This is an optimization exercise on Yosys and OpenROAD, whose aim is small area, a short achievable clock period and few clock cycles, not a production implementation.
The RTL was checked by simulation tests, not by an equivalence proof against the original design.

### flow/config.mk
export PLATFORM = sky130hd
export DESIGN_NAME = epdq_dither
export DESIGN_NICKNAME = epdq_dither
export VERILOG_FILES = /design/flow/design.v
export SDC_FILE = /design/flow/constraint.sdc
export NUM_CORES = 4
export LEC_CHECK = 0
export CAP_MARGIN = 20
export CORE_MARGIN = 2
export CORE_UTILIZATION = 20
export PLACE_DENSITY = 0.35
export SLEW_MARGIN = 20
### flow/constraint.sdc
create_clock -name core_clock -period 30.0 [get_ports {clk}]
set_input_delay 6.0000 -clock core_clock [delete_from_list [all_inputs] [get_ports {clk}]]
set_output_delay 6.0000 -clock core_clock [all_outputs]
set_load 0.01 [all_outputs]
### flow/design.v
module epdq_dither #(
    parameter MAX_W = 12
) (
    input  wire        clk,
    input  wire        rst,
    input  wire        start,
    input  wire [1:0]  cfg_op,
    input  wire [2:0]  cfg_mode,
    input  wire [5:0]  cfg_width,
    input  wire [7:0]  cfg_thr_grey,
    input  wire [15:0] cfg_thr3,
    input  wire [15:0] cfg_thr4,
    input  wire [23:0] cfg_margin,
    input  wire [23:0] cfg_color_red,
    input  wire [23:0] cfg_color_yel,
    input  wire        in_valid,
    output wire        in_ready,
    input  wire [7:0]  in_r,
    input  wire [7:0]  in_g,
    input  wire [7:0]  in_b,
    output reg         out_valid,
    input  wire        out_ready,
    output reg  [1:0]  out_sym,
    output reg  [7:0]  out_luma,
    output reg  [23:0] out_q
);
    localparam OP_DGREY  = 2'd1;
    localparam OP_DCOLOR = 2'd2;
    localparam M_BINARY = 3'd0;
    localparam M_BWR    = 3'd1;
    localparam M_BWY    = 3'd2;
    localparam M_BWYR   = 3'd3;
    localparam M_GRAY4  = 3'd4;
    localparam NSLOT = MAX_W + 2;
    wire [48*NSLOT-1:0] ecur;
    wire [48*NSLOT-1:0] enxt;
    reg [5:0] col;           
    wire fire      = in_valid && in_ready;
    wire row_end   = (col == cfg_width - 6'd1);
    wire dither    = (cfg_op == OP_DGREY) || (cfg_op == OP_DCOLOR);
    assign in_ready = !out_valid || out_ready;
    function [7:0] luma;
        input [7:0] r, g, b;
        reg [9:0] s;
        begin
            s = {1'b0, g, 1'b0} + {2'b0, r} + {2'b0, b};
            luma = s[9:2];
        end
    endfunction
    function [7:0] clamp8;
        input signed [17:0] v;
        begin
            if (v < 0)
                clamp8 = 8'd0;
            else if (v > 255)
                clamp8 = 8'd255;
            else
                clamp8 = v[7:0];
        end
    endfunction
    function signed [9:0] diff;
        input [7:0] a, b;
        begin
            diff = $signed({2'b00, a}) - $signed({2'b00, b});
        end
    endfunction
    function gt_margin;
        input [7:0] a, b, m;
        begin
            gt_margin = diff(a, b) > $signed({2'b00, m});
        end
    endfunction
    wire [5:0] x1 = col + 6'd1;
    wire [5:0] x2 = col + 6'd2;
    wire [47:0] e_in;        
    wire [47:0] cur_x2;      
    wire [47:0] nxt_x0;      
    wire [47:0] nxt_x1;      
    wire [47:0] nxt_x2;      
    genvar c, k;
    generate
        for (c = 0; c < 3; c = c + 1) begin : g_rd
            wire [16*NSLOT-1:0] cv = ecur[c*16*NSLOT +: 16*NSLOT];
            wire [16*NSLOT-1:0] nv = enxt[c*16*NSLOT +: 16*NSLOT];
            assign e_in[c*16 +: 16]   = cv[x1*16 +: 16];
            assign cur_x2[c*16 +: 16] = cv[x2*16 +: 16];
            assign nxt_x0[c*16 +: 16] = nv[col*16 +: 16];
            assign nxt_x1[c*16 +: 16] = nv[x1*16 +: 16];
            assign nxt_x2[c*16 +: 16] = nv[x2*16 +: 16];
        end
    endgenerate
    wire [7:0] in_luma = luma(in_r, in_g, in_b);
    wire [8:0] lg_num  = {in_luma, 1'b0};
    wire [8:0] lg_q    = lg_num / 9'd3;
    wire [7:0] lg      = lg_q[7:0];           
    reg [7:0] v0, v1, v2;
    always @(*) begin
        case (cfg_op)
            OP_DGREY: begin
                v0 = clamp8($signed({10'd0, lg}) + $signed(e_in[15:0]));
                v1 = 8'd0;
                v2 = 8'd0;
            end
            OP_DCOLOR: begin
                v0 = clamp8($signed({10'd0, in_r}) + $signed(e_in[15:0]));
                v1 = clamp8($signed({10'd0, in_g}) + $signed(e_in[31:16]));
                v2 = clamp8($signed({10'd0, in_b}) + $signed(e_in[47:32]));
            end
            default: begin           
                v0 = in_r;
                v1 = in_g;
                v2 = in_b;
            end
        endcase
    end
    wire [7:0] tg  = cfg_thr_grey;
    wire [7:0] l3  = cfg_thr3[7:0];
    wire [7:0] c3  = cfg_thr3[15:8];
    wire [7:0] l4  = cfg_thr4[7:0];
    wire [7:0] c4  = cfg_thr4[15:8];
    wire [7:0] my  = cfg_margin[7:0];
    wire [7:0] mrb = cfg_margin[15:8];
    wire [7:0] mrg = cfg_margin[23:16];
    wire [7:0] gr   = luma(v0, v1, v2);
    wire       grey = (gr >= tg);
    wire is_red3 = gt_margin(v0, v2, mrb) && gt_margin(v0, v1, mrg);
    wire is_yel  = gt_margin(v0, v2, my)  && gt_margin(v1, v2, my);
    reg [1:0] sym;
    always @(*) begin
        sym = 2'd0;
        case (cfg_mode)
            M_BINARY: sym = {1'b0, grey};
            M_BWR: begin
                if (v0 > v2) begin
                    if (gr < l3 && v0 < c3)
                        sym = 2'd0;
                    else if (is_red3)
                        sym = 2'd2;
                    else
                        sym = 2'd1;
                end else
                    sym = {1'b0, grey};
            end
            M_BWY: begin
                if (v0 > v2 && v1 > v2) begin
                    if (gr < l3 && v0 < c3)
                        sym = 2'd0;
                    else if (is_yel)
                        sym = 2'd2;
                    else
                        sym = 2'd1;
                end else
                    sym = {1'b0, grey};
            end
            M_BWYR: begin
                if (v0 > v2) begin
                    if (gr < l4 || (v0 < c4 && v1 < c4))
                        sym = 2'd0;
                    else if (is_red3)
                        sym = 2'd3;
                    else if (is_yel)
                        sym = 2'd2;
                    else
                        sym = 2'd1;
                end else
                    sym = {1'b0, grey};
            end
            M_GRAY4: sym = gr[7:6];
            default: sym = 2'd0;
        endcase
    end
    reg [23:0] symc;
    always @(*) begin
        case (sym)
            2'd0: symc = 24'h000000;
            2'd1: symc = 24'hFFFFFF;
            2'd2: symc = (cfg_mode == M_BWR) ? cfg_color_red : cfg_color_yel;
            default: symc = cfg_color_red;
        endcase
    end
    wire       gbit = v0[7];
    reg  [1:0]  res_sym;
    reg  [7:0]  res_luma;
    reg  [23:0] res_q;
    always @(*) begin
        if (cfg_op == OP_DGREY) begin
            res_sym  = {1'b0, gbit};
            res_luma = v0;
            res_q    = gbit ? 24'hFFFFFF : 24'h000000;
        end else begin
            res_sym  = sym;
            res_luma = gr;
            res_q    = symc;
        end
    end
    wire [23:0] vall = {v0, v1, v2};
    generate
        for (c = 0; c < 3; c = c + 1) begin : g_ch
            wire [7:0] vc = vall[(2-c)*8 +: 8];
            wire [7:0] qc = res_q[(2-c)*8 +: 8];
            wire signed [15:0] e = $signed({8'd0, vc}) - $signed({8'd0, qc});
            wire signed [15:0] h = e >>> 1;
            wire signed [15:0] t_fwd = (h * 7) >>> 3;    
            wire signed [15:0] t_db  = (h * 3) >>> 3;    
            wire signed [15:0] t_dn  = (h * 5) >>> 3;    
            wire signed [15:0] t_df  = h >>> 3;          
            wire en = (cfg_op == OP_DCOLOR) || (cfg_op == OP_DGREY && c == 0);
            wire signed [15:0] cur_x2_new = $signed(cur_x2[c*16 +: 16]) + t_fwd;
            wire signed [15:0] nxt_x0_new = $signed(nxt_x0[c*16 +: 16]) + t_db;
            wire signed [15:0] nxt_x1_new = $signed(nxt_x1[c*16 +: 16]) + t_dn;
            wire signed [15:0] nxt_x2_new = $signed(nxt_x2[c*16 +: 16]) + t_df;
            for (k = 0; k < NSLOT; k = k + 1) begin : g_slot
                reg  [15:0] cur_r;
                reg  [15:0] nxt_r;
                wire [15:0] cur_upd = (k == x2) ? cur_x2_new : cur_r;
                wire [15:0] nxt_upd = (k == col) ? nxt_x0_new :
                                      (k == x1)  ? nxt_x1_new :
                                      (k == x2)  ? nxt_x2_new : nxt_r;
                assign ecur[(c*NSLOT + k)*16 +: 16] = cur_r;
                assign enxt[(c*NSLOT + k)*16 +: 16] = nxt_r;
                always @(posedge clk) begin
                    if (start) begin
                        cur_r <= 16'd0;
                        nxt_r <= 16'd0;
                    end else if (fire && dither && en) begin
                        if (row_end) begin
                            cur_r <= nxt_upd;
                            nxt_r <= 16'd0;
                        end else begin
                            cur_r <= cur_upd;
                            nxt_r <= nxt_upd;
                        end
                    end
                end
            end
        end
    endgenerate
    always @(posedge clk) begin
        if (rst) begin
            col       <= 6'd0;
            out_valid <= 1'b0;
        end else begin
            if (start)
                col <= 6'd0;
            else if (fire)
                col <= row_end ? 6'd0 : col + 6'd1;
            if (fire)
                out_valid <= 1'b1;
            else if (out_ready)
                out_valid <= 1'b0;
        end
    end
    always @(posedge clk) begin
        if (fire) begin
            out_sym  <= res_sym;
            out_luma <= res_luma;
            out_q    <= res_q;
        end
    end
endmodule
### flow/run.sh
#!/bin/bash
# synth_recipe.tcl (not shown) runs the flow's synth.tcl, then flattens the netlist and writes it again
# the make line also repeats each setting of config.mk as NAME=value (left out here)
make -C /OpenROAD-flow-scripts/flow DESIGN_CONFIG=/design/flow/config.mk WORK_HOME=/design/flow/orfs CLKGATE_MAP_FILE= SYNTH_SCRIPT=/design/flow/synth_recipe.tcl finish
==> summary.txt <==
- At the end of routability-driven placement, the weighted congestion stood at 0.955.
- The area growth from synthesis to final layout is 15.8%.
- Post-CTS timing repair inserted 0 buffers for setup.
- The remaining antenna violation count is 0.
- The utilization after layout is 23.2%.
- The register-to-register setup slack is 6580 ps.
- Leaving out fill and tap cells, the most frequent cells in the layout are sky130_fd_sc_hd__nand2_1, sky130_fd_sc_hd__nor2_1, sky130_fd_sc_hd__dfxtp_1, sky130_fd_sc_hd__o21ai_0, sky130_fd_sc_hd__a21oi_1.
- The proportion of synthesized chip area in sequential cells is 24.0%.
- The via count of the first global-routing pass is 126000.
- Setup violations remaining at the end of the flow were counted as 0.
- The count of cells along the worst register-to-register path is 81.
- The share of flip-flops with an asynchronous set or reset after synthesis is 0%.
- After clock tree synthesis, the clock-pin slew on the worst setup and hold paths is 60 ps.
- Setup repair after global routing left no endpoint under its margin.
- The worst stage delay on the critical path is 710 ps.
- The fmax is 0.0354 GHz.
- The root cell of the clock tree is sky130_fd_sc_hd__clkbuf_16.
- The DRC marker count from the first detailed-route iteration is 21200.
- The critical path launch point type is an input pin.
- The detailed router placed 140000 vias in this run.
- Entering global routing, the biggest net connects 164 pins.
- The slew at the pin closest to its max-slew limit is 1350 ps.
- The flow ran to the end and the layout has no timing, DRC or antenna violations.
- On the critical path the largest part of the delay comes from compound AO/OA/AOI/OAI gates.
- Each instance of the synthesized netlist takes up on average 7.48 µm².
- The H-tree generated during clock tree synthesis spans 4 levels.
- The via density per instance is 6.09.
- The final net count is 15700.
- Sorting the synthesized cells by area gives the leading types as sky130_fd_sc_hd__dfxtp_1, sky130_fd_sc_hd__mux4_2, sky130_fd_sc_hd__nand2_1.
- In the final routed layout, each cell accounts on average for 39.9 µm.
- When the netlist entered floorplanning its net count stood at 16300.
- The shortest clock period the worst path allows after layout is 28270 ps.
- The number of cells in the finished layout apart from fillers is 23000.
- The hold violation total from the final report came to 0.
- TritonCTS built the clock tree.
- The final cycle utilization of the critical path is 94.2%.
- The worst clock skew is 115 ps.
- Synthesis produced 15700 cells.
- The most common cell after layout, fill and taps aside is sky130_fd_sc_hd__nand2_1.
- The fraction of layout instances using a drive strength above 1 is 11.6%.
- The most numerous cell type found on the critical path is sky130_fd_sc_hd__a21o_1.
- The worst-case clock buffer depth is 4.
- The total area inside the core boundary comes to 585000 µm².
- The type of the most critical hold path is flop to flop.
- The die is 769 µm tall.
- The cell area that synthesis handed to floorplanning was 117000 µm².
- The worst flop-to-flop path endpoint is g_ch[1].g_slot[7].cur_r[14].
- With fillers left out, the area of the finished cells amounts to 136000 µm².
- The biggest area consumer among synthesized cells is sky130_fd_sc_hd__dfxtp_1.
- The count of flip-flops with a built-in enable after synthesis is 34.
- The global-route usage over all layers is 29.5%.
- After detailed placement, the total cell area comes to 129000 µm².
- 188 I/O pins were placed.
- The number of buffers inserted during clock tree synthesis is 194.
- The number of maximum-capacitance constraint violations is 0.
- Once the floorplan was initialized, standard cells occupied 20.0% of the core.
- The floorplan step defined a die boundary enclosing 592000 µm².
- The data arrival time of the critical path is 29140 ps.
- STA puts the critical path data required time at 30870 ps.
- The count of buffers from port buffering is 187.
- The predominant post-synthesis flop cell is sky130_fd_sc_hd__dfxtp_1.
- Summed over all layers, the global routing overflow is 0.
- The floorplan step set the die width to 769 µm.
- The initial antenna violation count is 126.
- The top-area cell type share of the netlist area is 23.1%.
- In the final timing run, aggregate negative setup slack is 0 ps.
- The kind of capture point of the worst setup path is a flop.
- The wire length of the first global-routing pass is 1210000 µm.
- The number of warnings issued by yosys is 1.
- The number of detailed-route iterations in the first pass is 8.
- For this block, the routed nets add up to 918000 µm of wire.
- The standard-cell row count is 281.
- The clock reaches the later pin of the worst-skew pair after 1020 ps.
- For this design, the sink count on the clock tree is 1385.
- Once placement completed, the tool counted placed cells totaling 22600.
- In the routed design, unresolved DRC markers number 0.
- Counting distinct cell types in the post-synthesis netlist gives 101.
- The endpoint of the worst hold-timing path is g_ch[1].g_slot[4].cur_r[0].
- The number of synthesized register bits is 1385.
- The worst register-to-register path begins at col[1].
- The max-slew violation count came to 0.
- The worst hold path was traced through 2 stages.
- The critical-path maximum fanout is 16.
- For this design, the slowest cell found on the critical path is sky130_fd_sc_hd__xnor2_2.
- The start-to-end type of the worst setup path is input pin to flop.
- The start point of the worst hold path is g_ch[1].g_slot[4].cur_r[0].
- The number of buffers and inverters on the critical path is 12.
- The layout has 65000 filler cells.
- Once detailed placement completed, the half-perimeter wirelength came to 581000 µm.
- The worst pin sits at a relative slew slack of 9.83%.
worst max-delay path by stage:
stage,start,to,slack [ps],cells after the start
final,in_b[1],g_ch[1].g_slot[7].cur_r[14],1730,94
after CTS,in_b[1],g_ch[1].g_slot[7].cur_r[14],1380,94
after global placement,in_b[1],g_ch[1].g_slot[9].cur_r[12],350,92
after detailed placement,in_b[1],g_ch[2].g_slot[3].cur_r[15],410,90
after floorplan,in_r[1],g_ch[0].g_slot[13].cur_r[15],5140,93
after global routing,in_b[1],g_ch[2].g_slot[3].cur_r[15],180,90
state kept, by name, summed over array words and instances, names as in the netlist:
signal	flops
out_luma	8
g_ch.g_slot.cur_r	672
col	6
g_ch.g_slot.nxt_r	672
out_q	24
out_sym	2
out_valid	1
synth_stat cells (16+ instances only):
library cell / count
sky130_fd_sc_hd__nand2_1: 2091
sky130_fd_sc_hd__nor2_1: 1878
sky130_fd_sc_hd__clkbuf_1: 1379
sky130_fd_sc_hd__dfxtp_1: 1351
sky130_fd_sc_hd__a21oi_1: 1025
sky130_fd_sc_hd__o21ai_0: 1025
sky130_fd_sc_hd__o211ai_1: 889
sky130_fd_sc_hd__a22oi_1: 737
sky130_fd_sc_hd__ha_1: 457
sky130_fd_sc_hd__a311oi_1: 399
sky130_fd_sc_hd__inv_1: 392
sky130_fd_sc_hd__mux4_2: 390
sky130_fd_sc_hd__nand3_1: 383
sky130_fd_sc_hd__mux2i_1: 355
sky130_fd_sc_hd__nor3_1: 312
sky130_fd_sc_hd__a211oi_1: 292
sky130_fd_sc_hd__buf_1: 241
sky130_fd_sc_hd__xnor2_1: 239
sky130_fd_sc_hd__a221oi_1: 150
sky130_fd_sc_hd__o22ai_1: 142
sky130_fd_sc_hd__and3_1: 119
sky130_fd_sc_hd__mux2_2: 114
sky130_fd_sc_hd__o21bai_1: 111
sky130_fd_sc_hd__a21o_1: 95
sky130_fd_sc_hd__a31oi_1: 80
sky130_fd_sc_hd__o221ai_1: 74
sky130_fd_sc_hd__xor2_1: 67
sky130_fd_sc_hd__nor2b_1: 64
sky130_fd_sc_hd__fa_1: 62
sky130_fd_sc_hd__and2_1: 61
sky130_fd_sc_hd__nor4_1: 49
sky130_fd_sc_hd__nand2b_1: 44
sky130_fd_sc_hd__a221o_1: 43
sky130_fd_sc_hd__buf_2: 39
sky130_fd_sc_hd__o21a_1: 39
sky130_fd_sc_hd__a211oi_2: 34
sky130_fd_sc_hd__edfxtp_1: 34
sky130_fd_sc_hd__o31ai_1: 33
sky130_fd_sc_hd__a21boi_0: 30
sky130_fd_sc_hd__nand4_1: 27
sky130_fd_sc_hd__a32oi_1: 21
sky130_fd_sc_hd__a211o_1: 20
sky130_fd_sc_hd__o31a_1: 20
sky130_fd_sc_hd__or3_1: 17
sky130_fd_sc_hd__a2111oi_0: 16
area by class of cell:
type,instances,area [µm²],area share (%)
flip-flops and latches,1385,28100,20.7
diodes,101,253,0.186
inverters,396,1500,1.11
clock inverters,59,797,0.588
well taps,7782,9740,7.18
repair buffers,823,6960,5.13
clock buffers,286,5700,4.20
multi-input cells,12200,82600,60.9
worst min-delay path, delay by kind of cell, from the launching register on:
| family | cells | cell delay (ps) |
|---|---|---|
| AND/OR/NAND/NOR | 1 | 60 |
| AO/OA/AOI/OAI | 1 | 50 |
| flip-flops | 1 | 320 |
cell families after synthesis:
| group | synth area share (%) |
|---|---|
| AOI/OAI and AO/OA | 31.2 |
| and+or+nand+nor | 18.1 |
| buffers and inverters | 6.79 |
| DFF | 24.0 |
| muxes | 11.6 |
| adders and majority gates | 5.94 |
| xor gates and xnor gates | 2.33 |
metrics by stage:
step                      worst slack, ps  hold slack, ps
after floorplan                      5140             437
after global placement                349             447
after detailed placement              408             459
after CTS                            1380             462
after global routing                  180             487
final                                1730             468
routing by layer:
metal | part of all wire (%) | vias up | track usage, %
met5 | 0.029 | - | 0.260
met4 | 7.3 | 38 | 18.8
met3 | 11 | 2573 | 8.87
met2 | 41 | 10300 | 43.1
met1 | 40 | 70500 | 37.7
li1 | - | 56900 | -
what timing repair did:
| item | in CTS | in global routing |
|---|---|---|
| endpoints found under the setup margin | 0 | 71 |
| resized for setup | 0 | 4 |
| hold buffers | 0 | 0 |
Testbench counts, summed over its fixed seeds: cycles 12,934.

[static timing again, ports no longer ideal]
The results above use ideal ports. As a check the final layout listed here was re-extracted and re-timed, cells and wires unchanged. Step 1: set_driving_cell puts a clkbuf_16 on clk and a buf_2 on each other input, an assumption about the parent block. Step 2 adds t to the input delays and takes it off the output delays; t is the mean of the earliest and latest rising clock arrival at the registers after step 1. Input paths then give back, and output paths get back, about the clock's delay inside the block. Three values: no drivers, after step 1, after step 2; two values: the first two.
t, ns: 1.098
slack for setup (ns): 1.726 / 1.834 / 0.737
worst slew at a driven data input, ns: 0.11
After both steps this run still meets setup and hold. For this run, drivers alone change the setup slack by +0.108 ns; drivers and shift together by -0.989 ns.
